What follows belongs to an exercise in optimizing a design on an open flow for small area; a production flow would make more cautious choices. At most, simulation tests tie the RTL to the original design; equivalence was not proved. For runs 1 and 2, only the layout was checked, not whether the RTL still works. Power and IR drop assume default switching activity.

==> flow/design.v <==
module sisops_cpu (
    input  wire         clk,
    input  wire         rst,
    input  wire         start,
    input  wire [31:0]  pc_in,
    input  wire [319:0] regs_in,
    input  wire [63:0]  pt_in,
    input  wire [4:0]   pt_len_in,
    input  wire [7:0]   quantum,
    output wire         busy,
    output reg          done,
    output reg  [2:0]   cause,
    output wire [47:0]  info,
    output wire [31:0]  fpc,
    output wire [31:0]  pc_out,
    output wire [319:0] regs_out,
    output wire         mem_req,
    output wire         mem_we,
    output reg  [7:0]   mem_addr,
    output wire [47:0]  mem_wdata,
    input  wire         mem_ready,
    input  wire         mem_rvalid,
    input  wire [47:0]  mem_rdata
);
    localparam [2:0] C_TIMER   = 3'd0;
    localparam [2:0] C_ADDR    = 3'd1;
    localparam [2:0] C_INVOP   = 3'd2;
    localparam [2:0] C_INVSYS  = 3'd3;
    localparam [2:0] C_STOP    = 3'd4;
    localparam [2:0] C_READ    = 3'd5;
    localparam [2:0] C_WRITE   = 3'd6;
    localparam [3:0] S_IDLE = 4'd0;    
    localparam [3:0] S_FT   = 4'd1;    
    localparam [3:0] S_FR   = 4'd2;    
    localparam [3:0] S_FW   = 4'd3;    
    localparam [3:0] S_DEC  = 4'd4;    
    localparam [3:0] S_PASS = 4'd5;    
    localparam [3:0] S_DT   = 4'd6;    
    localparam [3:0] S_MR   = 4'd7;    
    localparam [3:0] S_MW   = 4'd8;    
    localparam [3:0] S_SYS  = 4'd9;    
    localparam [3:0] S_CMP  = 4'd10;   
    localparam [3:0] S_FIN  = 4'd11;   
    localparam [3:0] S_CPY  = 4'd12;   
    localparam [3:0] P_LDI  = 4'd0;    
    localparam [3:0] P_ALU  = 4'd1;    
    localparam [3:0] P_MM   = 4'd3;    
    localparam [3:0] P_MA   = 4'd4;    
    localparam [3:0] P_STD  = 4'd5;    
    localparam [3:0] P_X8   = 4'd6;    
    localparam [3:0] P_X9   = 4'd7;    
    localparam [3:0] P_SCAN = 4'd8;    
    localparam [3:0] P_JMP  = 4'd9;    
    localparam [3:0] P_PCI  = 4'd10;   
    localparam [3:0] P_FPC  = 4'd11;   
    localparam [3:0] P_FIN  = 4'd12;   
    reg  [3:0]  state;
    reg  [3:0]  ptype;
    reg  [4:0]  bc;          
    reg  [31:0] x [0:9];
    reg  [31:0] pc;
    reg  [47:0] ir;
    reg  [63:0] ptr;         
    reg         frz;         
    reg  [3:0]  pcnt;
    reg  [4:0]  pt_len;
    reg  [7:0]  qcnt;
    reg         ac;          
    reg         pcc;         
    reg         nz;          
    reg         fl;          
    reg  [30:0] ms;          
    integer i;
    wire idle = (state == S_IDLE);
    wire ld   = idle & start;
    wire pass = (state == S_PASS);
    wire hold = ~ld & ~pass;
    wire last = (bc == 5'd31);
    wire first = (bc == 5'd0);
    assign busy     = ~idle;
    assign pc_out   = pc;
    assign info     = ir;
    assign fpc      = ptr[31:0];
    assign mem_req  = (state == S_FR) | (state == S_MR);
    assign mem_wdata = {16'h0CFF, ir[31:0]};
    genvar g;
    generate
        for (g = 0; g < 10; g = g + 1) begin : g_regs_out
            assign regs_out[32*g +: 32] = x[g];
        end
    endgenerate
    wire [7:0] op = ir[47:40];
    wire [3:0] ra = ir[39:36];
    wire [3:0] rb = ir[35:32];
    wire op_hi0  = (op[7:4] == 4'd0);
    wire is_ldi  = op_hi0 & (op[3:0] == 4'd0);
    wire is_ldd  = op_hi0 & (op[3:0] == 4'd1);
    wire is_std  = op_hi0 & (op[3:0] == 4'd2);
    wire is_alu  = op_hi0 & ((op[3:0] == 4'd3) | (op[3:0] == 4'd4));
    wire is_mul  = op_hi0 & (op[3:0] == 4'd5);
    wire is_jmp  = op_hi0 & (op[3:0] == 4'd6);
    wire is_jcc  = op_hi0 & ((op[3:0] == 4'd7) | (op[3:0] == 4'd8) | (op[3:0] == 4'd9));
    wire is_sys  = op_hi0 & (op[3:0] == 4'd10);
    wire is_stop = op_hi0 & (op[3:0] == 4'd11);
    wire uses_a  = op_hi0 & ((op[3:0] <= 4'd5) | is_jcc);
    wire uses_b  = op_hi0 & (op[3:0] >= 4'd3) & (op[3:0] <= 4'd5);
    wire illegal = ~op_hi0 | (op[3:0] >= 4'd12) | (uses_a & (ra > 4'd9)) | (uses_b & (rb > 4'd9));
    wire [3:0] rsa = (ptype[3:1] == 3'b011) ? {3'b100, ptype[0]} : ra;
    reg a_bit, b_bit;
    always @(*) begin
        a_bit = 1'b0;
        b_bit = 1'b0;
        for (i = 0; i < 10; i = i + 1) begin
            if (rsa == i) a_bit = x[i][0];
            if (rb == i)  b_bit = x[i][0];
        end
    end
    wire sub   = op[2];
    wire a_cin = first ? sub : ac;
    wire bx    = b_bit ^ sub;
    wire alu_s = a_bit ^ bx ^ a_cin;
    wire alu_c = (a_bit & bx) | (a_bit & a_cin) | (bx & a_cin);
    localparam integer ML = 19;
    wire mb = b_bit & pass & (ptype == P_MM);
    wire [31:0] pp = ir[31:0] & {32{mb}};
    wire [31:0] msum;
    wire [31:0] mcar;
    wire [31:0] msum0, msum1, mcar0, mcar1;
    generate
        for (g = 0; g < ML; g = g + 1) begin : g_mul_lo
            wire cin = (g == 0) ? 1'b0 : mcar[g-1];
            assign msum[g] = ms[g] ^ pp[g] ^ cin;
            assign mcar[g] = (ms[g] & pp[g]) | (ms[g] & cin) | (pp[g] & cin);
        end
        for (g = ML; g < 31; g = g + 1) begin : g_mul_hi
            wire cin0 = (g == ML) ? 1'b0 : mcar0[g-1];
            wire cin1 = (g == ML) ? 1'b1 : mcar1[g-1];
            assign msum0[g] = ms[g] ^ pp[g] ^ cin0;
            assign mcar0[g] = (ms[g] & pp[g]) | (ms[g] & cin0) | (pp[g] & cin0);
            assign msum1[g] = ms[g] ^ pp[g] ^ cin1;
            assign mcar1[g] = (ms[g] & pp[g]) | (ms[g] & cin1) | (pp[g] & cin1);
            assign msum[g] = mcar[ML-1] ? msum1[g] : msum0[g];
        end
    endgenerate
    assign msum[31] = pp[31] ^ (mcar[ML-1] ? mcar1[30] : mcar0[30]);
    wire prod = msum[0];
    wire take = is_jmp
              | (op[3:0] == 4'd7 & fl)
              | (op[3:0] == 4'd8 & ~nz)
              | (op[3:0] == 4'd9 & nz & ~fl);
    wire pc_inc = (ptype == P_LDI) | (ptype == P_ALU) | (ptype == P_MM) | (ptype == P_STD)
                | (ptype == P_JMP) | (ptype == P_PCI);
    wire p_cin = first ? pc_inc : pcc;
    wire pc_bit = (ptype == P_JMP && take) ? ir[0] : (pc[0] ^ p_cin);
    wire x_wr = pass & (ptype[3:2] == 2'b00);
    wire w_bit = (ptype == P_ALU) ? alu_s : (ptype == P_MM) ? prod : ir[0];
    wire ir_from_a = (ptype[3:2] == 2'b01);
    wire ir_sin = ir_from_a ? a_bit : (ptype == P_FPC) ? pc[0] : ir[0];
    wire ir_sh  = pass & (ptype != P_MM);
    wire fetch_tr = (state == S_FT);
    wire [7:0] la = fetch_tr ? pc[7:0] : ir[7:0];
    wire hi_zero  = fetch_tr ? (pc[31:8] == 24'd0) : (ir[31:8] == 24'd0);
    wire tr_ok    = hi_zero & ({1'b0, la[7:4]} < pt_len);
    wire tr_hit   = (pcnt == la[7:4]);
    wire code_ok  = (ir[31:2] == 30'd0) & (ir[1] ^ ir[0]);
    wire ir_ld_lo = mem_rvalid & ((state == S_FW) | (state == S_MW));
    wire ir_ld_hi = mem_rvalid & ((state == S_FW) | (state == S_MW & ~is_ldd));
    wire fin      = (state == S_FIN);
    wire clr_hi   = fin & (cause != C_INVOP) & (cause != C_WRITE);
    wire clr_lo   = fin & ((cause == C_TIMER) | (cause == C_STOP) | (cause == C_READ));
    wire ir_hold_lo = ~ir_ld_lo & ~ir_sh & ~clr_lo;
    wire ir_hold_hi = ~ir_ld_hi & ~clr_hi;
    wire q_last = (qcnt == 8'd1);
    wire cp     = (state == S_CPY);
    wire rot    = ~frz & ~cp & ~ld;
    wire r_hold = frz & ~ld;
    always @(posedge clk) begin
        for (i = 0; i < 10; i = i + 1)
            x[i] <= ({32{ld}} & regs_in[32*i +: 32])
                  | ({32{pass}} & {(x_wr && ra == i) ? w_bit : x[i][0], x[i][31:1]})
                  | ({32{hold}} & x[i]);
        pc <= ({32{ld}} & pc_in) | ({32{pass}} & {pc_bit, pc[31:1]}) | ({32{hold}} & pc);
        ir[31:0] <= ({32{ir_ld_lo}} & mem_rdata[31:0]) | ({32{ir_sh}} & {ir_sin, ir[31:1]})
                  | ({32{ir_hold_lo}} & ir[31:0]);
        ir[47:32] <= ({16{ir_ld_hi}} & mem_rdata[47:32]) | ({16{ir_hold_hi}} & ir[47:32]);
        ptr[63:32] <= ({32{idle}} & pt_in[63:32]) | ({32{busy}} & {ptr[3:0], ptr[63:36]});
        ptr[31:0]  <= ({32{ld}} & pt_in[31:0]) | ({32{rot}} & ptr[35:4])
                    | ({32{cp}} & pc) | ({32{r_hold}} & ptr[31:0]);
        if (ld)
            frz <= 1'b0;
        else if (cp)
            frz <= 1'b1;
        pcnt <= idle ? 4'd0 : pcnt + 4'd1;
        if (idle)
            pt_len <= pt_len_in;
        if (idle)
            qcnt <= quantum;
        else if (state == S_CMP)
            qcnt <= qcnt - 8'd1;
        ac  <= alu_c;
        pcc <= pc[0] & p_cin;
        if (pass && ptype == P_SCAN) begin
            nz <= (nz & ~first) | a_bit;
            fl <= a_bit;
        end
        if (state == S_SYS)
            fl <= ir[1];
        ms <= msum[31:1];
        if ((state == S_FT || state == S_DT) && tr_hit)
            mem_addr <= {ptr[3:0], la[3:0]};
        if (rst) begin
            state <= S_IDLE;
            done  <= 1'b0;
            bc    <= 5'd0;
        end else begin
            done <= fin;
            if (pass)
                bc <= bc + 5'd1;
            case (state)
                S_IDLE: if (start) state <= S_FT;
                S_FT: begin
                    if (!tr_ok) begin
                        cause <= C_ADDR; ptype <= P_FPC; state <= S_CPY;
                    end else if (tr_hit)
                        state <= S_FR;
                end
                S_FR: if (mem_ready) state <= S_FW;
                S_FW: if (mem_rvalid) state <= S_DEC;
                S_DEC: begin
                    state <= q_last ? S_CPY : S_PASS;
                    if (illegal) begin
                        cause <= C_INVOP; ptype <= P_FIN; state <= S_CPY;
                    end else if (is_stop) begin
                        cause <= C_STOP; ptype <= P_FIN; state <= S_CPY;
                    end else if (is_ldd | is_std)
                        state <= S_DT;
                    else if (is_sys) begin
                        ptype <= P_X8; state <= S_PASS;
                    end
                    else if (is_ldi) ptype <= P_LDI;
                    else if (is_alu) ptype <= P_ALU;
                    else if (is_mul) ptype <= P_MA;
                    else if (is_jmp) ptype <= P_JMP;
                    else             ptype <= P_SCAN;
                end
                S_PASS: if (last) begin
                    case (ptype)
                        P_MA:   ptype <= P_MM;
                        P_SCAN: ptype <= P_JMP;
                        P_STD:  state <= S_MR;
                        P_X8:   state <= S_SYS;
                        P_X9:   state <= S_DT;
                        P_PCI, P_FPC: state <= S_FIN;
                        default: state <= S_CMP;
                    endcase
                end
                S_SYS: begin
                    if (!code_ok) begin
                        cause <= C_INVSYS; ptype <= P_FIN; state <= S_CPY;
                    end else begin
                        ptype <= P_X9; state <= S_PASS;
                    end
                end
                S_DT: begin
                    if (!tr_ok) begin
                        cause <= C_ADDR; ptype <= P_FIN; state <= S_CPY;
                    end else if (tr_hit) begin
                        if (is_ldd) state <= S_MR;
                        else if (is_std) begin
                            ptype <= P_STD; state <= q_last ? S_CPY : S_PASS;
                        end else if (fl) state <= S_MR;
                        else begin
                            cause <= C_READ; ptype <= P_PCI; state <= S_CPY;
                        end
                    end
                end
                S_MR: if (mem_ready) state <= is_std ? S_CMP : S_MW;
                S_MW: if (mem_rvalid) begin
                    if (is_ldd) begin
                        ptype <= P_LDI; state <= q_last ? S_CPY : S_PASS;
                    end else begin
                        cause <= C_WRITE; ptype <= P_PCI; state <= S_CPY;
                    end
                end
                S_CMP: begin
                    if (q_last) begin
                        cause <= C_TIMER; state <= S_FIN;
                    end else
                        state <= S_FT;
                end
                S_CPY: state <= (ptype == P_FIN) ? S_FIN : S_PASS;
                S_FIN: state <= S_IDLE;
                default: state <= S_IDLE;
            endcase
        end
    end
    assign mem_we = (state == S_MR) & is_std;
endmodule
==> flow/flow/run.sh <==
#!/bin/bash
# The standard layout (the standard.sh: ORFS synthesis through finish),
# with changes that only affect which cells are used:
#  - the ports are buffered by the smallest buffer cell;
#  - clock tree synthesis uses clkbuf_4 and clkbuf_8 on sink clusters of up to 12 and
#    inserts no dummy loads.
set -euo pipefail
bash standard.sh \
  "BUFFER_PORTS_ARGS=-buffer_cell sky130_fd_sc_hd__buf_1" \
  "CTS_ARGS=-sink_clustering_enable -sink_clustering_size 12 -sink_clustering_max_diameter 60 -repair_clock_nets -dont_use_dummy_load -buf_list {sky130_fd_sc_hd__clkbuf_4 sky130_fd_sc_hd__clkbuf_8}" \
  finish > standard_make.log 2>&1
==> flow/standard.sh <==
#!/bin/bash
# synth_recipe.tcl (not shown) runs the flow's synth.tcl, then flattens the netlist and writes it again
# the make line also repeats each setting of config.mk as NAME=value (left out here)
make -C /OpenROAD-flow-scripts/flow DESIGN_CONFIG=/design/flow/config.mk WORK_HOME=/design/flow/orfs CLKGATE_MAP_FILE= SYNTH_SCRIPT=/design/flow/synth_recipe.tcl "${@:-finish}"
==> flow/config.mk <==
export PLATFORM = sky130hd
export DESIGN_NAME = sisops_cpu
export DESIGN_NICKNAME = sisops_cpu
export VERILOG_FILES = /design/flow/design.v
export SDC_FILE = /design/flow/constraint.sdc
export NUM_CORES = 4
export LEC_CHECK = 0
export CAP_MARGIN = 20
export CORE_AREA = 10 10 350 350
export CTS_BUF_LIST = sky130_fd_sc_hd__clkbuf_4
export DIE_AREA = 0 0 360 360
export SLEW_MARGIN = 20
==> flow/constraint.sdc <==
create_clock -name core_clock -period 11.0 [get_ports {clk}]
set_input_delay 2.2000 -clock core_clock [delete_from_list [all_inputs] [get_ports {clk}]]
set_output_delay 2.2000 -clock core_clock [all_outputs]
set_load 0.01 [all_outputs]
==> results by group, run 1 <==
Run status
  – Status: finished clean

Flow run
  – Maxcap violations: 0

Logic synthesis
  – Post-synthesis mux area share: under 10%
  – Synthesized cell area: about 23,000 um^2
  – XOR/XNOR Fraction of Synth Area: roughly 1.1%
  – Largest family of logic cells by synthesized area: compound AO/OA/AOI/OAI gates
  – Netlist cell types: 83
  – YS warnings: 2
  – Complex-gate fraction of the synthesized area: roughly a fifth
  – Top FF cell, synth: dfxtp_1
  – Yosys top cell area share: ~44%
  – Count leader, synth: nand2_1
  – #FFs+latches synth: between 500 and 600
  – Adder-cell share of the synthesized area: under 10%
  – Synthesized area per cell: 8.58 um^2
  – Synth top cells by count: 885 x nand2_1, 512 x dfxtp_1, 355 x a22oi_1, 141 x clkbuf_1, 81 x buf_4
  – Synth top area cells: dfxtp_1 44%, nand2_1 14%, a22oi_1 11%
  – Post-synth EDFFs: 30
  – Simple-gate share of the synthesized area: around a fifth
  – Area leader, netlist: dfxtp_1
  – Sequential area share after synthesis: around half
  – Asr flop ratio synth: 0%
  – Syn Inst Count: between 2,000 and 3,000

Die
  – Die ar.: about 130,000 um^2
  – Starting Density: 20.3%
  – I/O pin total: approximately 1,000
  – Die width: approximately 360 um
  – Site Rows: approximately 120
  – Die Y: 360 um
  – Core area: ~110,000 um^2

Pwr
  – Leak pwr: 12.0 nW
  – Power Total: between 9 and 10 mW
  – Pwr Density: 338 nW/um^2
  – Worst VDD drop: around 200 uV

Routing
  – Final ANT Viol Nets: 0
  – Drc violations: 0
  – DR WL/cell: between 20 and 25 um
  – 1st-pass router iterations: 9
  – DRT Wirelength: roughly 120,000 um
  – Via-per-instance ratio: approximately 4.7
  – DRT iter0 DRCs: approximately 2,200
  – DR vias: about 24,000

Cells and area
  – Layout area overhead: 24.8%
  – Fin cells: 5,060
  – Fin area: between 20,000 and 30,000 um^2
  – Layout cells sized above 1: approximately 5.2%
  – Fill count: about 13,000
  – Fin nets: 4,073

Place
  – Placed cell areas: 28,000 um^2
  – Post-detail-place hpwl: between 90,000 and 100,000 um
  – IO buf count: 960
  – Cell total after placement: ~5,000
  – GPL Wtd Cong: between 0.9 and 1
  – DP Worst Slack: approximately 80 ps

Worst setup path
  – Critical path's top delay family: adder cells
  – Critical Path RT: ~12,000 ps
  – Most used cell, CP: fa_1
  – Slowest CP cell: fa_1
  – Crit path DAT: approximately 11,000 ps
  – CP endpoint kind: flip-flop
  – Largest stage delay, worst path: around 440 ps
  – Critical path type: reg2reg
  – Crit path max fanout: 4
  – CP startpoint kind: flip-flop
  – Worst path bufs/invs: 2

Global routing
  – GRT overflow: 0
  – Antenna violations before repair: 26
  – Largest net degree at the start of global routing: around 190
  – Global-route wire length before repair: approximately 170,000 um
  – Vias in the first global route: approximately 23,000
  – Total track usage: between 10% and 20%

Timing
  – Final-report hold violation count: 0
  – Setup Skew: 106 ps
  – RSZ-0062 raised after global routing: no
  – Max-slew violation count: 0
  – Tcrit/Tclk final: 95.8%
  – Worst setup margin: 464 ps
  – Finish-stage setup viols: 0
  – Min Tclk post-route: roughly 11,000 ps
  – Post-route setup TNS: 0 ps
  – Worst Max-Slew Pin Slew: around 1200 ps
  – Rel. slew slack: between 20% and 30%
  – Fmax: roughly 95 MHz

CTS
  – CTS sink count: approximately 540
  – Num CTS Buffers: 67
  – Worst-path clk slew: around 80 ps
  – Max Root-Sink Buffers: 3
  – Htree depth: 3
  – Clock Latency Late Sink: 700 ps
  – CTS tree: yes
  – Root buffer cell: clkbuf_8

Worst hold path
  – Min-delay worst type: reg2reg
flip-flops by register name, summed over array words and instances, names as in the netlist:
signal and flops:
cause 3, ac 1, pcc 1, ptr 64, state 4, nz 1, pcnt 4, bc 5
pc 32, qcnt 8, ptype 4, frz 1, fl 1, ms 31, ir 48, x 320
pt_len 5, mem_addr 8, done 1
where the power goes:
group / leakage [nW] / internal (mW) / total (mW) / switching, mW
combinational: 6.95 / 1.43 / 4.54 / 3.11
sequential: 4.57 / 2.96 / 3.98 / 1.02
clock: 0.482 / 0.540 / 1.27 / 0.733
layout make-up:
cell class              count  area [um^2]  share of cell area (%)
repair buffers           1027         4140                    14.3
well taps                1512         1890                    6.53
diodes                      2         5.00                  0.0173
inverters                  71          267                   0.920
multi-input cells        1839        10600                    36.5
flip-flops and latches    542        11200                    38.5
clock buffers              67          922                    3.18
tightest hold or removal path, stage by stage, from the launching register on:
cell	delay, ps
dfxtp_1	290
nand2_1	40
nand2_1	80
stage by stage:
stage,util (%),hold WS [ps]
3_3_place_gp,24.4,403
2_1_floorplan,-,399
5_1_grt,25.3,401
6_report,25.3,378
4_1_cts,25.2,385
3_5_place_dp,24.4,414
layer usage:
layer / GRT usage [%] / wire length [um] / share of wire, % / up-vias
met5: 0 / 255 / 0.21 / -
met2: 30.7 / 59500 / 48 / 1131
met1: 21.9 / 50800 / 41 / 11500
li1: - / - / - / 11000
met3: 5.13 / 10300 / 8.3 / 188
met4: 5.22 / 3470 / 2.8 / 40
layout by cell type, fill, tap and decap left out, types with 17 or more instances in the layout:
cell type / n
buf_1: 960
nand2_1: 885
dfxtp_1: 511
a22oi_1: 355
o21ai_0: 78
inv_1: 70
clkbuf_8: 67
nor2_1: 64
buf_4: 63
a21oi_1: 35
a221o_1: 33
a222oi_1: 31
edfxtp_1: 30
and2_1: 24
ha_1: 24
nor3_1: 23
nor4_1: 20
mux2i_1: 18
xnor2_1: 17
worst paths after layout:
kind         startpoint       to  slack (ps)  cells after the start
min             ptr[36]  ptr[32]         380                      2
min reg2reg     ptr[36]  ptr[32]         380                      2
max reg2reg      ir[34]   ms[30]         460                     32
max              ir[34]   ms[30]         460                     32
kinds of logic (layout without fill, tap and decap cells):
group	Yosys count	count (layout)
DFF	542	542
AOI/OAI and AO/OA	616	616
buffers and inverters	337	1165
xor gates and xnor gates	30	30
adders and majority gates	44	44
muxes	30	30
and+or+nand+nor	1103	1103
other	2	18
repair_timing:
item,4_1_cts,5_1_grt
endpoints found under the setup margin,0,3
resized for setup,0,7
hold buffers,0,0
setup buffers,0,3
==> run 2, diff against run 1 <==
==> flow/flow/run.sh (replaced) <==
#!/bin/bash
# The standard layout (the standard.sh: ORFS synthesis through finish),
# with changes that only affect which cells are used:
#  - the ports are buffered by the smallest buffer cell;
#  - clock tree synthesis uses clkbuf_4 on sink clusters of up to 8 and
#    inserts no dummy loads.
set -euo pipefail
bash standard.sh \
  "BUFFER_PORTS_ARGS=-buffer_cell sky130_fd_sc_hd__buf_1" \
  "CTS_ARGS=-sink_clustering_enable -sink_clustering_size 8 -sink_clustering_max_diameter 60 -repair_clock_nets -dont_use_dummy_load -buf_list sky130_fd_sc_hd__clkbuf_4" \
  finish > standard_make.log 2>&1
==> run 2 against run 1 <==
Sequential power is essentially flat. Area after synthesis is the same. Setup slack lost 8.6 ps. Critical endpoint unchanged. Hold slack lost 2.2 ps. Register-to-register slack is essentially flat. First-iteration DRC count grew 1.8%. Still clean. Highest routed layer unchanged. Sequential share of layout area grew 0.39 points.
==> results by group, run 2 <==
Logic synthesis
  – Netlist cell types: 83 (unchanged)
  – Asr flop ratio synth: 0% (unchanged)
  – Area leader, netlist: dfxtp_1 (unchanged)
  – Syn Inst Count: 2,704 (unchanged)
  – XOR/XNOR Fraction of Synth Area: 1.13% (unchanged)
  – Synthesized cell area: 23,200 um^2 (unchanged)
  – Adder-cell share of the synthesized area: 2.98% (unchanged)
  – Complex-gate fraction of the synthesized area: 19.9% (unchanged)
  – Sequential area share after synthesis: 48.1% (unchanged)
  – Largest family of logic cells by synthesized area: compound AO/OA/AOI/OAI gates (unchanged)
  – Post-synthesis mux area share: 1.37% (unchanged)
  – #FFs+latches synth: 542 (unchanged)
  – Synthesized area per cell: 8.58 um^2 (unchanged)
  – Yosys top cell area share: 44.2% (unchanged)
  – Simple-gate share of the synthesized area: 19.5% (unchanged)
  – YS warnings: 2 (unchanged)
  – Top FF cell, synth: dfxtp_1 (unchanged)
  – Synth top cells by count: 885 x nand2_1, 512 x dfxtp_1, 355 x a22oi_1, 141 x clkbuf_1, 81 x buf_4 (unchanged)
  – Synth top area cells: dfxtp_1 44%, nand2_1 14%, a22oi_1 11% (unchanged)
  – Post-synth EDFFs: 30 (unchanged)
  – Count leader, synth: nand2_1 (unchanged)

Worst setup path
  – R2r setup slk: 460 ps (about the same)
  – Reg-to-reg startpoint: ir[34] (unchanged)
  – Crit path max fanout: 4 (unchanged)
  – Critical path's top delay family: adder cells (unchanged)
  – CP startpoint kind: flip-flop (unchanged)
  – Crit path DAT: 11,340 ps (was 11,070 ps)
  – Capturing point of the worst reg2reg path: ms[30] (unchanged)
  – Worst path bufs/invs: 2 (unchanged)
  – R2R depth: 32 (unchanged)
  – CP endpoint kind: flip-flop (unchanged)
  – Slowest CP cell: fa_1 (unchanged)
  – Critical path type: reg2reg (unchanged)
  – Most used cell, CP: fa_1 (unchanged)
  – Critical Path RT: 11,800 ps (was 11,540 ps)
  – Largest stage delay, worst path: 440 ps (about the same)

Routing
  – 1st-pass router iterations: 10 (was 9)
  – DR vias: 23,900 (was 23,800)
  – Final ANT Viol Nets: 0 (unchanged)
  – Drc violations: 0 (unchanged)
  – Via-per-instance ratio: 4.70 (about the same)
  – DRT Wirelength: 125,000 um (was 124,000 um)
  – DRT iter0 DRCs: 2,273 (was 2,232)
  – DR WL/cell: 24.5 um (was 24.6 um)

Timing
  – Rel. slew slack: 24.1% (was 22.4%)
  – Finish-stage setup viols: 0 (unchanged)
  – Min Hold Slack: 376 ps (was 378 ps)
  – Setup Skew: 168 ps (was 106 ps)
  – Max-slew violation count: 0 (unchanged)
  – Post-route setup TNS: 0 ps (unchanged)
  – Worst Max-Slew Pin Slew: 1130 ps (was 1160 ps)
  – Min Tclk post-route: 10,540 ps (about the same)
  – Fmax: 94.8 MHz (was 94.9 MHz)
  – Tcrit/Tclk final: 95.9% (was 95.8%)
  – RSZ-0062 raised after global routing: no (unchanged)
  – Final-report hold violation count: 0 (unchanged)

Cells and area
  – Top Registers: x (320), ptr (64), ir (48) (unchanged)
  – Fin cells: 5,082 (was 5,060)
  – Area occupied by multi-input gates: 10,600 um^2 (about the same)
  – Layout area overhead: 23.6% (was 24.8%)
  – Fill count: 12,800 (was 12,700)
  – Biggest register: x (unchanged)
  – Commonest cells after routing, fill and taps aside: 960 x buf_1, 885 x nand2_1, 511 x dfxtp_1 (unchanged)
  – Commonest non-fill, non-tap cell in the layout: buf_1 (unchanged)
  – Register area: 11,200 um^2 (about the same)
  – Finished Core Util: 25.0% (was 25.3%)
  – Layout cells sized above 1: 5.59% (was 5.19%)
  – Max FFs per register: 320 (unchanged)
  – Fin nets: 4,089 (was 4,073)

Global routing
  – Global-route wire length before repair: 174,000 um (was 173,000 um)
  – GRT overflow: 0 (unchanged)
  – Total track usage: 18.1% (was 18.0%)
  – Largest net degree at the start of global routing: 193 (unchanged)
  – Vias in the first global route: 23,000 (about the same)
  – Antenna violations before repair: 21 (was 26)

Pwr
  – Flop pwr share: 41.5% (was 40.6%)
  – Switching Share: 50.6% (was 49.6%)
  – Power Total: 9.59 mW (was 9.79 mW)
  – Internal Pwr Total: 4.74 mW (was 4.94 mW)
  – NetSw: 4.85 mW (was 4.86 mW)
  – Clock network power share: 11.2% (was 13.0%)
  – Leak pwr: 11.9 nW (was 12.0 nW)
  – Pwr Density: 335 nW/um^2 (was 338 nW/um^2)
  – Comb pwr share: 47.3% (was 46.4%)
  – Worst VDD drop: 197 uV (about the same)

Die
  – Starting Density: 20.3% (unchanged)
  – Die ar.: 130,000 um^2 (unchanged)
  – Die Y: 360 um (unchanged)
  – Die width: 360 um (unchanged)
  – Site Rows: 124 (unchanged)
  – I/O pin total: 977 (unchanged)
  – Core area: 115,000 um^2 (unchanged)

Worst hold path
  – Hold Crit Start: ptr[36] (unchanged)
  – Hold Path Depth: 2 (unchanged)
  – Min-delay worst type: reg2reg (unchanged)
  – Hold EP: ptr[32] (unchanged)

Place
  – GPL Wtd Cong: 0.950 (unchanged)
  – Cell total after placement: 4,988 (unchanged)
  – Post-detail-place hpwl: 99,500 um (unchanged)
  – IO buf count: 960 (unchanged)

CTS
  – CTS sink count: 542 (unchanged)
  – Max Root-Sink Buffers: 3 (unchanged)
  – Root buffer cell: clkbuf_4 (was clkbuf_8)
  – Clock Latency Late Sink: 990 ps (was 700 ps)
  – Worst-path clk slew: 90 ps (was 80 ps)
  – Htree depth: 3 (unchanged)
  – Num CTS Buffers: 84 (was 67)
  – CTS tree: yes (unchanged)

Run status
  – Status: finished clean (unchanged)

Flow run
  – Maxcap violations: 0 (unchanged)
-- run 2: power by group through the flow --
stage                     logic (mW)  clock network [mW]  registers [mW]
after floorplan                 2.42                   0            3.93
after global placement          4.53                   0            3.98
after detailed placement        4.58                   0            4.00
after CTS                       4.59                1.13            3.97
after global routing            4.98                1.20            4.08
final                           4.53                1.08            3.98
-- run 2: final cells by class --
cell class              count  share of cell area, %
well taps                1512                   6.60
repair buffers           1026                   14.4
clock buffers              84                   2.20
flip-flops and latches    542                   38.9
diodes                      8                 0.0698
multi-input cells        1839                   36.9
inverters                  71                  0.930
-- run 2: worst max-delay path by stage --
stage               slack, ps  endpoint   start  cells past startpoint
finish                    460    ms[30]  ir[34]                     32
global route                2    ms[30]  ir[34]                     34
CTS                        90    ms[30]  ir[34]                     34
detailed placement         80    ms[30]  ir[34]                     32
global placement          160    ms[30]  ir[34]                     32
floorplan                   4    ms[30]  ir[34]                     35
-- run 2: per-stage QoR --
stage,cell area [um^2],setup slack (ps)
floorplan,23300,4.42
global placement,28000,162
detailed placement,28000,80.3
CTS,28600,90.4
global route,28700,1.57
finish,28700,455
-- run 2: timing repair --
action | in CTS | in global routing
setup endpoints to repair | 0 | 3
resized for setup | 0 | 7
hold buffers | 0 | 0
buffers inserted | 0 | 2
-- run 2: worst reg2reg max path, delay by kind of cell (launching register included) --
kind	cells	cell delay, ps
simple gates	3	470
mux	2	520
flops	1	380
compound gates	6	1690
fa+ha+maj	19	7230
buf+inv	2	130
-- run 2: cell families (layout without fill, tap and decap cells) --
family / Yosys count / in the layout
simple gates: 1103 / 1103
compound gates: 616 / 616
flops: 542 / 542
buf+inv: 337 / 1181
fa+ha+maj: 44 / 44
xor+xnor: 30 / 30
mux: 30 / 30
other cells: 2 / 24
-- run 2: metal layers --
layer	vias up	GRT usage, %	share of wire [%]
li1	11000	-	-
met1	11600	22.0	41
met2	1088	30.6	48
met3	196	5.51	8.3
met4	30	4.63	2.8
met5	-	0	0.16
==> run 3, diff against run 2 <==
--- a/flow/design.v
+++ b/flow/design.v
@@ -122,3 +122,3 @@
     wire alu_c = (a_bit & bx) | (a_bit & a_cin) | (bx & a_cin);
-    localparam integer ML = 19;
+    localparam integer ML = 15;
     wire mb = b_bit & pass & (ptype == P_MM);
==> flow/flow/run.sh (replaced) <==
#!/bin/bash
# The standard layout (standard.sh: ORFS synthesis through finish), with
# changes to how cells are chosen only:
#  - synthesis maps the logic with ABC's area-oriented mapper (amap) instead
#    of the delay-oriented script; flip-flops are mapped before ABC, so the
#    registers are the standard synthesis's;
#  - the buffers ABC leaves are removed at floorplan instead of upsizing
#    cells against the unplaced netlist's timing;
#  - after global routing, gates with slack to spare are downsized
#    (ORFS power recovery);
#  - the ports are buffered by the smallest buffer cell;
#  - clock tree synthesis uses clkbuf_4 on small sink clusters and inserts
#    no dummy loads.
set -euo pipefail
cp -r "$FLOW_HOME/scripts" scripts_local
printf '%s\n' strash dch amap topo 'stime -c' > scripts_local/abc_speed.script
bash standard.sh \
  "SCRIPTS_DIR=$PWD/scripts_local" \
  "REMOVE_ABC_BUFFERS=1" \
  "RECOVER_POWER=100" \
  "BUFFER_PORTS_ARGS=-buffer_cell sky130_fd_sc_hd__buf_1" \
  "CTS_ARGS=-sink_clustering_enable -sink_clustering_size 8 -sink_clustering_max_diameter 60 -repair_clock_nets -dont_use_dummy_load -buf_list sky130_fd_sc_hd__clkbuf_4" \
  finish > standard_make.log 2>&1
==> run 3 against run 2 <==
The layout now fails its checks (capacitance limit, slew limit). Maximum frequency is 9.4% higher. Combinational power grew 5.1%. Clock power about the same. Critical path depth rose by 5. Register-to-register slack improved by 910 ps. Sequential share of layout area is 1.7 points higher. Largest cell class unchanged.
==> results by group, run 3 <==
Run status
  – Status: finished with violations (was finished clean)
  – Fail Reasons: capacitance limit, slew limit

CTS
  – Htree depth: 3 (unchanged)
  – Num CTS Buffers: 87 (was 84)
  – Post-CTS sizing: 0 (unchanged)
  – Worst-path clk slew: 100 ps (was 90 ps)
  – Post-CTS setup buffers: 0 (unchanged)
  – CTS tree: yes (unchanged)
  – CTS Hold Bufs: 0 (unchanged)
  – Max Root-Sink Buffers: 3 (unchanged)
  – Root buffer cell: clkbuf_4 (unchanged)
  – CTS sink count: 542 (unchanged)
  – Clock Latency Late Sink: 980 ps (was 990 ps)

Logic synthesis
  – Synth top area cells: dfxtp_1 47%, a222oi_1 15%, clkinv_1 8.7% (was dfxtp_1 44%, nand2_1 14%, a22oi_1 11%)
  – Post-synth EDFFs: 30 (unchanged)
  – Netlist cell types: 44 (was 83)
  – YS warnings: 2 (unchanged)
  – Top FF cell, synth: dfxtp_1 (unchanged)
  – Synth top cells by count: 512 x dfxtp_1, 501 x clkinv_1, 332 x a222oi_1, 210 x nor2_1, 99 x nand2_1 (was 885 x nand2_1, 512 x dfxtp_1, 355 x a22oi_1, 141 x clkbuf_1, 81 x buf_4)
  – Synthesized area per cell: 9.71 um^2 (was 8.58 um^2)
  – Count leader, synth: dfxtp_1 (was nand2_1)
  – Sequential area share after synthesis: 51.5% (was 48.1%)
  – Asr flop ratio synth: 0% (unchanged)
  – #FFs+latches synth: 542 (unchanged)
  – Synthesized cell area: 21,600 um^2 (was 23,200 um^2)
  – Area leader, netlist: dfxtp_1 (unchanged)
  – Yosys top cell area share: 47.4% (was 44.2%)
  – Syn Inst Count: 2,229 (was 2,704)

Cells and area
  – Layout cells sized above 1: 3.46% (was 5.59%)
  – Commonest non-fill, non-tap cell in the layout: buf_1 (unchanged)
  – Max FFs per register: 320 (unchanged)
  – Commonest cells after routing, fill and taps aside: 860 x buf_1, 512 x dfxtp_1, 500 x clkinv_1 (was 960 x buf_1, 885 x nand2_1, 511 x dfxtp_1)
  – Layout area overhead: 27.0% (was 23.6%)
  – Top Registers: x (320), ptr (64), ir (48) (unchanged)
  – Biggest register: x (unchanged)
  – Fin nets: 3,766 (was 4,089)

Global routing
  – Largest net degree at the start of global routing: 146 (was 193)
  – GRT overflow: 0 (unchanged)
  – Met1 Usage GRT: 21.8% (was 22.0%)
  – Total track usage: 18.4% (was 18.1%)
  – Vias in the first global route: 21,900 (was 23,000)
  – Antenna violations before repair: 41 (was 21)
  – Layer with the highest usage: met2 (unchanged)
  – Global-route wire length before repair: 173,000 um (was 174,000 um)
  – Met3 Use GR: 6.09% (was 5.51%)
  – Global Route met2 Usage: 31.9% (was 30.6%)

Timing
  – Finish-stage setup viols: 0 (unchanged)
  – Worst Max-Slew Pin Slew: 3250 ps (was 1130 ps)
  – RSZ-0062 raised after global routing: no (unchanged)
  – Min Hold Slack: 428 ps (was 376 ps)
  – Final-report hold violation count: 0 (unchanged)
  – Post-route setup TNS: 0 ps (unchanged)
  – Tcrit/Tclk final: 87.6% (was 95.9%)
  – Min Tclk post-route: 9630 ps (was 10,540 ps)
  – Setup Skew: 119 ps (was 168 ps)
  – Rel. slew slack: -116% (was 24.1%)
  – Max-slew violation count: 415 (was 0)
  – Fmax: 104 MHz (was 94.8 MHz)

Place
  – IO buf count: 960 (unchanged)
  – Post-detail-place hpwl: 104,000 um (was 99,500 um)
  – GPL Wtd Cong: 0.913 (was 0.950)

Worst setup path
  – Crit path DAT: 10,480 ps (was 11,340 ps)
  – Most used cell, CP: fa_1 (unchanged)
  – Critical Path RT: 11,850 ps (was 11,800 ps)
  – CP endpoint kind: flip-flop (unchanged)
  – Largest stage delay, worst path: 640 ps (was 440 ps)
  – Capturing point of the worst reg2reg path: ms[30] (unchanged)
  – R2R depth: 37 (was 32)
  – R2r setup slk: 1370 ps (was 460 ps)
  – Crit path max fanout: 14 (was 4)
  – Reg-to-reg startpoint: ir[34] (unchanged)
  – Slowest CP cell: fa_1 (unchanged)
  – CP startpoint kind: flip-flop (unchanged)
  – Critical path type: reg2reg (unchanged)

Die
  – Die ar.: 130,000 um^2 (unchanged)
  – Die width: 360 um (unchanged)
  – Site Rows: 124 (unchanged)
  – Core area: 115,000 um^2 (unchanged)
  – I/O pin total: 977 (unchanged)
  – Die Y: 360 um (unchanged)
  – Starting Density: 18.9% (was 20.3%)

Routing
  – Final ANT Viol Nets: 0 (unchanged)
  – DR vias: 23,100 (was 23,900)
  – Drc violations: 0 (unchanged)
  – Via-per-instance ratio: 4.86 (was 4.70)
  – DR WL/cell: 26.8 um (was 24.5 um)
  – DRT Wirelength: 128,000 um (was 125,000 um)
  – DRT iter0 DRCs: 3,425 (was 2,273)
  – 1st-pass router iterations: 9 (was 10)

Worst hold path
  – Hold EP: ptr[44] (was ptr[32])
  – Hold Crit Start: ptr[48] (was ptr[36])
  – Hold Path Depth: 1 (was 2)
  – Min-delay worst type: reg2reg (unchanged)

Pwr
  – Leak pwr: 9.36 nW (was 11.9 nW)
  – Pwr Density: 356 nW/um^2 (was 335 nW/um^2)
  – Power Total: 9.79 mW (was 9.59 mW)
  – Worst VDD drop: 144 uV (was 197 uV)

Flow run
  – Maxcap violations: 9 (was 0)
## run 3: cell count changes after synthesis, moves of 67 or more
cell,previous run,this run
nand2_1,885,99
clkinv_1,0,501
a22oi_1,355,22
a222oi_1,31,332
nor2_1,67,210
clkbuf_1,141,0
inv_1,70,0
o221ai_1,2,69
## run 3: area by class of cell
type,instances,area (um^2)
Antenna cell,12,30.0
Clock buffer,87,653
Fill cell,12700,87000
Inverter,501,1880
Multi-Input combinational cell,1119,8080
Sequential cell,542,11200
Tap cell,1512,1890
Timing Repair Buffer,990,3800
## run 3: cells by family after synthesis
logic type,share of synthesized area [%]
compound gates,26.4
xor+xnor,0.0405
fa+ha+maj,3.01
buf+inv,11.5
flops,51.5
other cells,0.0347
simple gates,7.47
## run 3: worst max-delay path: cells and delay by family, from the launching register on
family / cells / cell delay, ps
AO/OA/AOI/OAI: 4 / 960
XOR/XNOR: 1 / 120
adder cells (fa/ha/maj): 15 / 6120
buffers and inverters: 4 / 550
flip-flops: 1 / 480
AND/OR/NAND/NOR: 13 / 1380
## run 3: metrics by stage
step	setup WS, ps	std cells	area, um^2	utilization (%)
floorplan	-31090	2162	21100	-
global placement	1440	4664	26900	23.5
detailed placement	1350	4664	26900	23.5
CTS	1350	4751	27500	24.0
global route	529	4756	27500	24.0
finish	1370	4763	27500	24.0
## run 3: where the power goes
| group | switching, mW | internal [mW] |
|---|---|---|
| registers | 0.944 | 2.99 |
| logic | 3.14 | 1.62 |
| clock network | 0.739 | 0.360 |
## run 3: worst max path at each step
| stage | startpoint | endpoint | slack [ps] | depth (start not counted) |
|---|---|---|---|---|
| detailed placement | ir[34] | ms[30] | 1350 | 37 |
| global route | state[2] | pc[27] | 530 | 11 |
| global placement | ir[34] | ms[30] | 1440 | 37 |
| CTS | ir[34] | ms[30] | 1350 | 37 |
| floorplan | state[3] | pc[0] | -31090 | 6 |
| finish | ir[34] | ms[30] | 1370 | 37 |
## run 3: per-layer routing
| layer | vias to the layer above | routed length (um) |
|---|---|---|
| li1 | 10400 | - |
| met1 | 11300 | 50700 |
| met2 | 1159 | 61200 |
| met3 | 209 | 11600 |
| met4 | 34 | 4030 |
| met5 | - | 218 |
==> run 4, diff against run 3 <==
--- a/flow/flow/run.sh
+++ b/flow/flow/run.sh
@@ -8,4 +8,2 @@
 #    cells against the unplaced netlist's timing;
-#  - after global routing, gates with slack to spare are downsized
-#    (ORFS power recovery);
 #  - the ports are buffered by the smallest buffer cell;
@@ -19,3 +17,2 @@
   "REMOVE_ABC_BUFFERS=1" \
-  "RECOVER_POWER=100" \
   "BUFFER_PORTS_ARGS=-buffer_cell sky130_fd_sc_hd__buf_1" \
==> run 4 against run 3 <==
Now clean on timing, DRC and antenna. Flip-flop and latch count unchanged. Die area unchanged. Hold slack improved by 3.6 ps. Sequential share of layout area decreased by 0.090 points. Critical path depth unchanged. Cell count about the same. Synthesized cell count unchanged. Critical path type unchanged. Largest cell class unchanged. Highest routed layer unchanged.
==> results by group, run 4 <==
Run status
  – Status: finished clean (was finished with violations)

CTS
  – Post-CTS setup buffers: 0 (unchanged)
  – Post-CTS sizing: 0 (unchanged)
  – Htree depth: 3 (unchanged)
  – Num CTS Buffers: 87 (unchanged)
  – Clock Latency Late Sink: 980 ps (about the same)
  – Root buffer cell: clkbuf_4 (unchanged)
  – Worst-path clk slew: 100 ps (about the same)
  – CTS sink count: 542 (unchanged)
  – CTS Hold Bufs: 0 (unchanged)
  – CTS tree: yes (unchanged)
  – Max Root-Sink Buffers: 3 (unchanged)

Routing
  – DRT Wirelength: 128,000 um (about the same)
  – DR WL/cell: 26.8 um (about the same)
  – Via-per-instance ratio: 4.84 (was 4.86)
  – DR vias: 23,100 (about the same)
  – Final ANT Viol Nets: 0 (unchanged)
  – 1st-pass router iterations: 10 (was 9)
  – Drc violations: 0 (unchanged)
  – DRT iter0 DRCs: 3,405 (was 3,425)

Logic synthesis
  – Count leader, synth: dfxtp_1 (unchanged)
  – Synthesized area per cell: 9.71 um^2 (unchanged)
  – Top FF cell, synth: dfxtp_1 (unchanged)
  – Syn Inst Count: 2,229 (unchanged)
  – #FFs+latches synth: 542 (unchanged)
  – Area leader, netlist: dfxtp_1 (unchanged)
  – Sequential area share after synthesis: 51.5% (unchanged)
  – Synthesized cell area: 21,600 um^2 (unchanged)
  – Synth top cells by count: 512 x dfxtp_1, 501 x clkinv_1, 332 x a222oi_1, 210 x nor2_1, 99 x nand2_1 (unchanged)
  – Netlist cell types: 44 (unchanged)
  – Synth top area cells: dfxtp_1 47%, a222oi_1 15%, clkinv_1 8.7% (unchanged)
  – Asr flop ratio synth: 0% (unchanged)
  – Yosys top cell area share: 47.4% (unchanged)
  – Post-synth EDFFs: 30 (unchanged)
  – YS warnings: 2 (unchanged)

Cells and area
  – Max FFs per register: 320 (unchanged)
  – Commonest non-fill, non-tap cell in the layout: buf_1 (unchanged)
  – Commonest cells after routing, fill and taps aside: 960 x buf_1, 512 x dfxtp_1, 499 x clkinv_1 (was 860 x buf_1, 512 x dfxtp_1, 500 x clkinv_1)
  – Fin nets: 3,766 (unchanged)
  – Fin cells: 4,761 (was 4,763)
  – Fin area: 27,500 um^2 (about the same)
  – Layout area overhead: 27.3% (was 27.0%)
  – Fill count: 12,700 (about the same)
  – Layout cells sized above 1: 3.89% (was 3.46%)
  – Top Registers: x (320), ptr (64), ir (48) (unchanged)
  – Area occupied by multi-input gates: 8090 um^2 (was 8080 um^2)
  – Register area: 11,200 um^2 (unchanged)
  – Biggest register: x (unchanged)

Timing
  – Finish-stage setup viols: 0 (unchanged)
  – Min Hold Slack: 431 ps (was 428 ps)
  – Min Tclk post-route: 9540 ps (was 9630 ps)
  – Fmax: 105 MHz (was 104 MHz)
  – Tcrit/Tclk final: 86.7% (was 87.6%)
  – RSZ-0062 raised after global routing: no (unchanged)
  – Post-route setup TNS: 0 ps (unchanged)
  – Rel. slew slack: 22.9% (was -116%)
  – Max-slew violation count: 0 (was 415)
  – Worst Max-Slew Pin Slew: 1160 ps (was 3250 ps)
  – Final-report hold violation count: 0 (unchanged)
  – Setup Skew: 122 ps (was 119 ps)

Worst setup path
  – R2R depth: 37 (unchanged)
  – Capturing point of the worst reg2reg path: ms[30] (unchanged)
  – Reg-to-reg startpoint: ir[34] (unchanged)
  – CP endpoint kind: flip-flop (unchanged)
  – Critical path type: reg2reg (unchanged)
  – Critical Path RT: 11,850 ps (about the same)
  – CP startpoint kind: flip-flop (unchanged)
  – Crit path DAT: 10,390 ps (was 10,480 ps)
  – Crit path max fanout: 14 (unchanged)
  – Most used cell, CP: fa_1 (unchanged)
  – R2r setup slk: 1460 ps (was 1370 ps)
  – Slowest CP cell: fa_1 (unchanged)
  – Largest stage delay, worst path: 630 ps (was 640 ps)

Global routing
  – Global-route wire length before repair: 173,000 um (unchanged)
  – Largest net degree at the start of global routing: 146 (unchanged)
  – Total track usage: 18.4% (unchanged)
  – GRT overflow: 0 (unchanged)
  – Antenna violations before repair: 41 (unchanged)
  – Vias in the first global route: 21,900 (unchanged)

Worst hold path
  – Min-delay worst type: reg2reg (unchanged)
  – Hold Crit Start: ptr[48] (unchanged)
  – Hold Path Depth: 1 (unchanged)
  – Hold EP: ptr[44] (unchanged)

Die
  – Site Rows: 124 (unchanged)
  – Die Y: 360 um (unchanged)
  – I/O pin total: 977 (unchanged)
  – Starting Density: 18.9% (unchanged)
  – Die width: 360 um (unchanged)
  – Die ar.: 130,000 um^2 (unchanged)
  – Core area: 115,000 um^2 (unchanged)

Place
  – Cell total after placement: 4,664 (unchanged)
  – Placed cell areas: 26,900 um^2 (unchanged)
  – Post-detail-place hpwl: 104,000 um (unchanged)
  – IO buf count: 960 (unchanged)
  – GPL Wtd Cong: 0.913 (unchanged)

Pwr
  – Leak pwr: 9.41 nW (was 9.36 nW)
  – Worst VDD drop: 144 uV (about the same)
  – Power Total: 9.78 mW (was 9.79 mW)
  – Pwr Density: 355 nW/um^2 (was 356 nW/um^2)

Flow run
  – Maxcap violations: 0 (was 9)
## run 4: cell counts after synthesis
No cell type changed its count.
## run 4: power by group
group          internal, mW  switching [mW]
combinational          1.61            3.13
sequential             2.99           0.946
clock                 0.360           0.737
total                  4.96            4.82
## run 4: worst max path at each step
| stage | slack [ps] | cells past startpoint | startpoint | endpoint |
|---|---|---|---|---|
| after floorplan | -31090 | 6 | state[3] | pc[0] |
| after global placement | 1440 | 37 | ir[34] | ms[30] |
| after detailed placement | 1350 | 37 | ir[34] | ms[30] |
| after CTS | 1350 | 37 | ir[34] | ms[30] |
| after global routing | 720 | 37 | ir[34] | ms[30] |
| final | 1460 | 37 | ir[34] | ms[30] |
## run 4: logic make-up (layout without fill, tap and decap cells)
family / count (synthesis) / in the layout / share of synthesized area [%]
DFF: 542 / 542 / 51.5
buffers and inverters: 582 / 1578 / 11.5
xor gates and xnor gates: 1 / 1 / 0.0405
and+or+nand+nor: 389 / 389 / 7.47
other: 2 / 26 / 0.0347
adders and majority gates: 43 / 43 / 3.01
AOI/OAI and AO/OA: 670 / 670 / 26.4
## run 4: per-layer routing
| metal | global-route usage (%) | up-vias | routed length, um |
|---|---|---|---|
| met2 | 31.9 | 1168 | 62100 |
| met3 | 6.09 | 185 | 11700 |
| li1 | - | 10400 | - |
| met4 | 4.54 | 32 | 3010 |
| met5 | 0 | - | 207 |
| met1 | 21.8 | 11300 | 50700 |
## run 4: layout make-up
class | instances | share of cell area [%]
clock buffers | 87 | 2.37
diodes | 10 | 0.0909
inverters | 501 | 6.86
flip-flops and latches | 542 | 40.5
repair buffers | 990 | 13.9
well taps | 1512 | 6.87
multi-input cells | 1119 | 29.4
## run 4: critical path, delay by kind of cell, from the launching register on
kind                       cells  cell delay (ps)
AOI/OAI and AO/OA              4              970
xor gates and xnor gates       1              120
adders and majority gates     15             6110
buffers and inverters          4              520
DFF                            1              480
and+or+nand+nor               13             1320
## run 4: stage by stage
step	utilization, %	setup slack (ps)
6_report	24.1	1460
5_1_grt	24.0	719
4_1_cts	24.0	1350
3_5_place_dp	23.5	1350
3_3_place_gp	23.5	1440
2_1_floorplan	-	-31090
==> run 5, diff against run 4 <==
--- a/flow/config.mk
+++ b/flow/config.mk
@@ -8,5 +8,6 @@
 export CAP_MARGIN = 20
-export CORE_AREA = 10 10 350 350
+export CORE_AREA = 6 6 334 334
 export CTS_BUF_LIST = sky130_fd_sc_hd__clkbuf_4
-export DIE_AREA = 0 0 360 360
+export DIE_AREA = 0 0 340 340
+export PLACE_DENSITY = 0.7
 export SLEW_MARGIN = 20
==> run 5 against run 4 <==
Still clean. Core utilization grew 1.8 points. Flip-flop and latch count stayed put. Synthesized cell count stayed put. Combinational power increased by 1%. Wire length down 3.0%. Setup slack worse by 110 ps. Die area fell by 11%. Hold slack lost 47 ps. Sequential share of layout area grew 0.16 points. Maximum frequency down 1.1%. Cell count shrank 2.2%. Critical path depth did not move. Critical path type unchanged. Critical endpoint unchanged.
==> results by group, run 5 <==
Pwr
  – Worst VDD drop: 165 uV (was 144 uV)
  – Leak pwr: 9.41 nW (about the same)
  – Pwr Density: 358 nW/um^2 (was 355 nW/um^2)

Global routing
  – Global-route wire length before repair: 167,000 um (was 173,000 um)
  – Total track usage: 19.8% (was 18.4%)
  – Largest net degree at the start of global routing: 157 (was 146)
  – Global Route met2 Usage: 32.7% (was 31.9%)
  – Met3 Use GR: 7.42% (was 6.09%)
  – Vias in the first global route: 21,800 (was 21,900)
  – Layer with the highest usage: met2 (unchanged)
  – GRT overflow: 0 (unchanged)
  – Antenna violations before repair: 35 (was 41)
  – Met1 Usage GRT: 23.3% (was 21.8%)

Timing
  – Setup Skew: 148 ps (was 122 ps)
  – Rel. slew slack: 28.7% (was 22.9%)
  – Final-report hold violation count: 0 (unchanged)
  – Min Tclk post-route: 9650 ps (was 9540 ps)
  – Tcrit/Tclk final: 87.7% (was 86.7%)
  – Fmax: 104 MHz (was 105 MHz)
  – Post-route setup TNS: 0 ps (unchanged)
  – Max-slew violation count: 0 (unchanged)
  – Finish-stage setup viols: 0 (unchanged)
  – RSZ-0062 raised after global routing: no (unchanged)
  – Worst Max-Slew Pin Slew: 1070 ps (was 1160 ps)
  – Min Hold Slack: 385 ps (was 431 ps)

Logic synthesis
  – Area leader, netlist: dfxtp_1 (unchanged)
  – Top FF cell, synth: dfxtp_1 (unchanged)
  – Yosys top cell area share: 47.4% (unchanged)
  – Netlist cell types: 44 (unchanged)
  – Count leader, synth: dfxtp_1 (unchanged)
  – Asr flop ratio synth: 0% (unchanged)
  – Post-synth EDFFs: 30 (unchanged)
  – Sequential area share after synthesis: 51.5% (unchanged)
  – Synth top cells by count: 512 x dfxtp_1, 501 x clkinv_1, 332 x a222oi_1, 210 x nor2_1, 99 x nand2_1 (unchanged)
  – YS warnings: 2 (unchanged)
  – Synthesized cell area: 21,600 um^2 (unchanged)
  – Syn Inst Count: 2,229 (unchanged)
  – #FFs+latches synth: 542 (unchanged)
  – Synthesized area per cell: 9.71 um^2 (unchanged)
  – Synth top area cells: dfxtp_1 47%, a222oi_1 15%, clkinv_1 8.7% (unchanged)

Place
  – IO buf count: 960 (unchanged)
  – Cell total after placement: 4,544 (was 4,664)
  – Post-detail-place hpwl: 101,000 um (was 104,000 um)
  – GPL Wtd Cong: 0.967 (was 0.913)

Worst setup path
  – Crit path max fanout: 14 (unchanged)
  – Slowest CP cell: fa_1 (unchanged)
  – Crit path DAT: 10,420 ps (was 10,390 ps)
  – Capturing point of the worst reg2reg path: ms[30] (unchanged)
  – CP endpoint kind: flip-flop (unchanged)
  – R2R depth: 37 (unchanged)
  – Largest stage delay, worst path: 640 ps (was 630 ps)
  – Most used cell, CP: fa_1 (unchanged)
  – Critical path type: reg2reg (unchanged)
  – Critical Path RT: 11,770 ps (was 11,850 ps)
  – CP startpoint kind: flip-flop (unchanged)
  – Reg-to-reg startpoint: ir[34] (unchanged)
  – R2r setup slk: 1350 ps (was 1460 ps)

CTS
  – Worst-path clk slew: 100 ps (about the same)
  – Root buffer cell: clkbuf_4 (unchanged)
  – Num CTS Buffers: 86 (was 87)
  – CTS sink count: 542 (unchanged)
  – CTS tree: yes (unchanged)
  – Clock Latency Late Sink: 920 ps (was 980 ps)
  – CTS Hold Bufs: 0 (unchanged)
  – Htree depth: 3 (unchanged)
  – Max Root-Sink Buffers: 3 (unchanged)
  – Post-CTS sizing: 0 (unchanged)
  – Post-CTS setup buffers: 0 (unchanged)

Die
  – I/O pin total: 977 (unchanged)
  – Die Y: 340 um (was 360 um)
  – Site Rows: 119 (was 124)
  – Die ar.: 116,000 um^2 (was 130,000 um^2)
  – Starting Density: 20.4% (was 18.9%)
  – Core area: 106,000 um^2 (was 115,000 um^2)
  – Die width: 340 um (was 360 um)

Cells and area
  – Top Registers: x (320), ptr (64), ir (48) (unchanged)
  – Fin nets: 3,766 (unchanged)
  – Layout area overhead: 26.8% (was 27.3%)
  – Commonest cells after routing, fill and taps aside: 960 x buf_1, 512 x dfxtp_1, 499 x clkinv_1 (unchanged)
  – Commonest non-fill, non-tap cell in the layout: buf_1 (unchanged)
  – Max FFs per register: 320 (unchanged)
  – Biggest register: x (unchanged)
  – Layout cells sized above 1: 3.89% (unchanged)
  – Fin cells: 4,656 (was 4,761)

Worst hold path
  – Hold EP: ptr[36] (was ptr[44])
  – Hold Crit Start: ptr[40] (was ptr[48])
  – Hold Path Depth: 1 (unchanged)
  – Min-delay worst type: reg2reg (unchanged)

Routing
  – DRT Wirelength: 124,000 um (was 128,000 um)
  – DRT iter0 DRCs: 3,639 (was 3,405)
  – Drc violations: 0 (unchanged)
  – Final ANT Viol Nets: 0 (unchanged)
  – Via-per-instance ratio: 5.03 (was 4.84)
  – 1st-pass router iterations: 13 (was 10)
  – DR WL/cell: 26.6 um (was 26.8 um)
  – DR vias: 23,400 (was 23,100)

Flow run
  – Maxcap violations: 0 (unchanged)

Run status
  – Status: finished clean (unchanged)
-- run 5: cell counts after synthesis --
Identical to the previous run, type by type.
-- run 5: power by group --
part	switching [mW]	leakage [nW]	internal, mW	total [mW]
clock network	0.715	0.396	0.356	1.07
logic	3.18	4.44	1.61	4.80
registers	0.957	4.57	2.99	3.94
total	4.85	9.41	4.96	9.81
-- run 5: worst max-delay path by stage --
stage,startpoint,to,cells after the start
2_1_floorplan,state[3],pc[0],6
3_3_place_gp,ir[34],ms[30],37
3_5_place_dp,ir[34],ms[30],37
4_1_cts,ir[34],ms[30],37
5_1_grt,ir[34],ms[30],37
6_report,ir[34],ms[30],37
-- run 5: cell families after synthesis --
family | synth area share (%)
DFF | 51.5
AOI/OAI and AO/OA | 26.4
other | 0.0347
buffers and inverters | 11.5
adders and majority gates | 3.01
and+or+nand+nor | 7.47
xor gates and xnor gates | 0.0405
-- run 5: final cells by class --
cell class | instances | area (um^2)
Timing Repair Buffer | 991 | 3850
Antenna cell | 26 | 65.1
Inverter | 501 | 1890
Fill cell | 11600 | 78600
Sequential cell | 542 | 11200
Multi-Input combinational cell | 1119 | 8090
Tap cell | 1391 | 1740
Clock buffer | 86 | 646
-- run 5: per-stage QoR --
step / util, % / cell area [um^2] / setup WS [ps] / power (mW)
detailed placement: 25.2 / 26700 / 1340 / 8.79
floorplan: - / 21100 / -31090 / 6.62
CTS: 25.8 / 27400 / 1290 / 9.89
global route: 25.8 / 27400 / 565 / 10.4
global placement: 25.2 / 26700 / 1520 / 8.70
finish: 25.9 / 27400 / 1350 / 9.81
-- run 5: worst max-delay path: cells and delay by family (launching register included) --
family	cells	cell delay, ps
XOR/XNOR	1	130
flip-flops	1	480
buffers and inverters	4	520
AND/OR/NAND/NOR	13	1310
AO/OA/AOI/OAI	4	960
adder cells (fa/ha/maj)	15	6150
-- run 5: metal layers --
| metal | wire length [um] | vias up |
|---|---|---|
| met5 | 80 | - |
| met4 | 5550 | 12 |
| met3 | 13500 | 213 |
| met2 | 58300 | 1379 |
| met1 | 46400 | 11400 |
| li1 | - | 10500 |
==> run 6, diff against run 5 <==
--- a/flow/flow/run.sh
+++ b/flow/flow/run.sh
@@ -18,3 +18,3 @@
   "BUFFER_PORTS_ARGS=-buffer_cell sky130_fd_sc_hd__buf_1" \
-  "CTS_ARGS=-sink_clustering_enable -sink_clustering_size 8 -sink_clustering_max_diameter 60 -repair_clock_nets -dont_use_dummy_load -buf_list sky130_fd_sc_hd__clkbuf_4" \
+  "CTS_ARGS=-sink_clustering_enable -sink_clustering_size 10 -sink_clustering_max_diameter 50 -repair_clock_nets -dont_use_dummy_load -buf_list sky130_fd_sc_hd__clkbuf_4" \
   finish > standard_make.log 2>&1
--- a/flow/config.mk
+++ b/flow/config.mk
@@ -8,6 +8,5 @@
 export CAP_MARGIN = 20
-export CORE_AREA = 6 6 334 334
+export CORE_AREA = 10 10 350 350
 export CTS_BUF_LIST = sky130_fd_sc_hd__clkbuf_4
-export DIE_AREA = 0 0 340 340
-export PLACE_DENSITY = 0.7
+export DIE_AREA = 0 0 360 360
 export SLEW_MARGIN = 20
==> run 6 against run 5 <==
Power fell by 0.37%. Die area rose by 12%. Combinational power is 0.8% lower. Largest cell class unchanged. Highest routed layer unchanged.
==> results by group, run 6 <==
Die
  – Die Y: 360 um (was 340 um)
  – Core area: 115,000 um^2 (was 106,000 um^2)
  – Site Rows: 124 (was 119)
  – Die width: 360 um (was 340 um)
  – Die ar.: 130,000 um^2 (was 116,000 um^2)
  – Starting Density: 18.9% (was 20.4%)
  – I/O pin total: 977 (unchanged)

Cells and area
  – Fin cells: 4,761 (was 4,656)
  – Layout area overhead: 27.3% (was 26.8%)
  – Commonest non-fill, non-tap cell in the layout: buf_1 (unchanged)
  – Fin area: 27,500 um^2 (was 27,400 um^2)
  – Commonest cells after routing, fill and taps aside: 960 x buf_1, 512 x dfxtp_1, 499 x clkinv_1 (unchanged)
  – Top Registers: x (320), ptr (64), ir (48) (unchanged)
  – Layout cells sized above 1: 3.83% (was 3.89%)
  – Biggest register: x (unchanged)
  – Area occupied by multi-input gates: 8090 um^2 (unchanged)
  – Register area: 11,200 um^2 (unchanged)
  – Max FFs per register: 320 (unchanged)
  – Fin nets: 3,764 (was 3,766)
  – Finished Core Util: 24.0% (was 25.9%)
  – Fill count: 12,700 (was 11,600)

CTS
  – Post-CTS setup buffers: 0 (unchanged)
  – CTS tree: yes (unchanged)
  – Root buffer cell: clkbuf_4 (unchanged)
  – CTS Hold Bufs: 0 (unchanged)
  – Worst-path clk slew: 110 ps (was 100 ps)
  – Clock Latency Late Sink: 950 ps (was 920 ps)
  – Htree depth: 3 (unchanged)
  – Max Root-Sink Buffers: 3 (unchanged)
  – Post-CTS sizing: 0 (unchanged)
  – Num CTS Buffers: 85 (was 86)
  – CTS sink count: 542 (unchanged)

Worst setup path
  – Most used cell, CP: fa_1 (unchanged)
  – Critical path type: reg2reg (unchanged)
  – Capturing point of the worst reg2reg path: ms[30] (unchanged)
  – Critical path's top delay family: adder cells (unchanged)
  – Reg-to-reg startpoint: ir[34] (unchanged)
  – Slowest CP cell: fa_1 (unchanged)
  – CP endpoint kind: flip-flop (unchanged)
  – R2R depth: 37 (unchanged)
  – Crit path DAT: 10,410 ps (was 10,420 ps)
  – CP startpoint kind: flip-flop (unchanged)
  – R2r setup slk: 1450 ps (was 1350 ps)
  – Worst path bufs/invs: 4 (unchanged)
  – Largest stage delay, worst path: 640 ps (about the same)
  – Crit path max fanout: 14 (unchanged)
  – Critical Path RT: 11,860 ps (was 11,770 ps)

Routing
  – Drc violations: 0 (unchanged)
  – DRT iter0 DRCs: 3,378 (was 3,639)
  – DRT Wirelength: 128,000 um (was 124,000 um)
  – Final ANT Viol Nets: 0 (unchanged)
  – 1st-pass router iterations: 13 (unchanged)
  – DR vias: 23,100 (was 23,400)
  – DR WL/cell: 26.8 um (was 26.6 um)
  – Via-per-instance ratio: 4.85 (was 5.03)

Place
  – IO buf count: 960 (unchanged)
  – Placed cell areas: 26,900 um^2 (was 26,700 um^2)
  – Cell total after placement: 4,664 (was 4,544)
  – Post-detail-place hpwl: 104,000 um (was 101,000 um)
  – GPL Wtd Cong: 0.913 (was 0.967)

Run status
  – Status: finished clean (unchanged)

Logic synthesis
  – Sequential area share after synthesis: 51.5% (unchanged)
  – #FFs+latches synth: 542 (unchanged)
  – Synth top cells by count: 512 x dfxtp_1, 501 x clkinv_1, 332 x a222oi_1, 210 x nor2_1, 99 x nand2_1 (unchanged)
  – Top FF cell, synth: dfxtp_1 (unchanged)
  – Syn Inst Count: 2,229 (unchanged)
  – Asr flop ratio synth: 0% (unchanged)
  – Netlist cell types: 44 (unchanged)
  – Area leader, netlist: dfxtp_1 (unchanged)
  – Yosys top cell area share: 47.4% (unchanged)
  – Synth top area cells: dfxtp_1 47%, a222oi_1 15%, clkinv_1 8.7% (unchanged)
  – Post-synth EDFFs: 30 (unchanged)
  – Count leader, synth: dfxtp_1 (unchanged)
  – Synthesized area per cell: 9.71 um^2 (unchanged)
  – Synthesized cell area: 21,600 um^2 (unchanged)
  – YS warnings: 2 (unchanged)

Global routing
  – Global-route wire length before repair: 173,000 um (was 167,000 um)
  – Total track usage: 18.5% (was 19.8%)
  – Largest net degree at the start of global routing: 146 (was 157)
  – GRT overflow: 0 (unchanged)
  – Vias in the first global route: 21,900 (was 21,800)
  – Antenna violations before repair: 40 (was 35)

Timing
  – Worst Max-Slew Pin Slew: 1250 ps (was 1070 ps)
  – Min Tclk post-route: 9550 ps (was 9650 ps)
  – Rel. slew slack: 16.5% (was 28.7%)
  – Final-report hold violation count: 0 (unchanged)
  – Post-route setup TNS: 0 ps (unchanged)
  – Max-slew violation count: 0 (unchanged)
  – Fmax: 105 MHz (was 104 MHz)
  – Tcrit/Tclk final: 86.8% (was 87.7%)
  – Finish-stage setup viols: 0 (unchanged)
  – Setup Skew: 114 ps (was 148 ps)
  – RSZ-0062 raised after global routing: no (unchanged)

Worst hold path
  – Hold Path Depth: 1 (unchanged)
  – Hold EP: ptr[41] (was ptr[36])
  – Min-delay worst type: reg2reg (unchanged)
  – Hold Crit Start: ptr[45] (was ptr[40])

Flow run
  – Maxcap violations: 0 (unchanged)

Pwr
  – Worst VDD drop: 157 uV (was 165 uV)
  – Leak pwr: 9.40 nW (was 9.41 nW)
  – Pwr Density: 355 nW/um^2 (was 358 nW/um^2)
  – Power Total: 9.78 mW (was 9.81 mW)
## run 6: worst max path at each step
stage	start	to	slack [ps]	depth (start not counted)
final	ir[34]	ms[30]	1450	37
after global routing	ir[34]	ms[30]	730	37
after CTS	ir[34]	ms[30]	1360	37
after detailed placement	ir[34]	ms[30]	1350	37
after global placement	ir[34]	ms[30]	1440	37
after floorplan	state[3]	pc[0]	-31090	6
## run 6: area by class of cell
cell class                      count  share of cell area [%]
Clock buffer                       85                    2.32
Multi-Input combinational cell   1119                    29.4
Antenna cell                       12                   0.109
Tap cell                         1512                    6.87
Inverter                          501                    6.86
Sequential cell                   542                    40.5
Timing Repair Buffer              990                    14.0
## run 6: metal layers
layer / vias to the layer above / global-route usage [%] / routed length (um)
li1: 10400 / - / -
met1: 11300 / 21.9 / 51000
met2: 1192 / 31.8 / 62100
met3: 166 / 6.15 / 11700
met4: 28 / 4.55 / 2790
met5: - / 0 / 181
## run 6: per-stage QoR
| stage | setup slack [ps] | hold WS [ps] |
|---|---|---|
| finish | 1450 | 442 |
| global route | 734 | 458 |
| CTS | 1360 | 441 |
| detailed placement | 1350 | 423 |
| global placement | 1440 | 419 |
| floorplan | -31090 | 416 |
## run 6: logic make-up after synthesis
family	count (synthesis)	synth area share, %
AOI/OAI and AO/OA	670	26.4
buffers and inverters	582	11.5
DFF	542	51.5
and+or+nand+nor	389	7.47
adders and majority gates	43	3.01
other	2	0.0347
xor gates and xnor gates	1	0.0405
## run 6: report_power, final
part           switching, mW  internal [mW]  leakage (nW)  total [mW]
clock network          0.729          0.351         0.391        1.08
registers              0.951           2.99          4.57        3.94
logic                   3.14           1.62          4.44        4.76
total                   4.82           4.95          9.40        9.78

==> re-timing with driven ports <==
In the flow no input, the clock included, has a driving cell. The finished layouts below were timed again as built, in two steps.
Step 1: set_driving_cell puts a clkbuf_16 on clk and a buf_2 on each other input, an assumption about the parent block.
Step 2 times the ports against the registers' clock, not the clock port: input delays grow and output delays shrink by t, the midpoint of the rising clock arrivals with the driver on.
Three values: no drivers, after step 1, after step 2; two values: the first two.
run | t (ns) | setup slack, ns | worst setup path at the end
run 1 | 0.708 | 0.464 / 0.464 / 0.464 | register to register
run 2 | 0.960 | 0.455 / 0.455 / 0.455 | register to register
run 3 | 0.972 | 1.365 / 1.365 / 1.231 | input to register
run 4 | 0.971 | 1.460 / 1.460 / 1.460 | register to register
run 5 | 0.907 | 1.353 / 1.353 / 1.353 | register to register
run 6 | 0.942 | 1.453 / 1.453 / 1.453 | register to register
The setup slack of run 3, which loses most, moves by 0.000 ns with the drivers and by -0.134 ns with both steps.
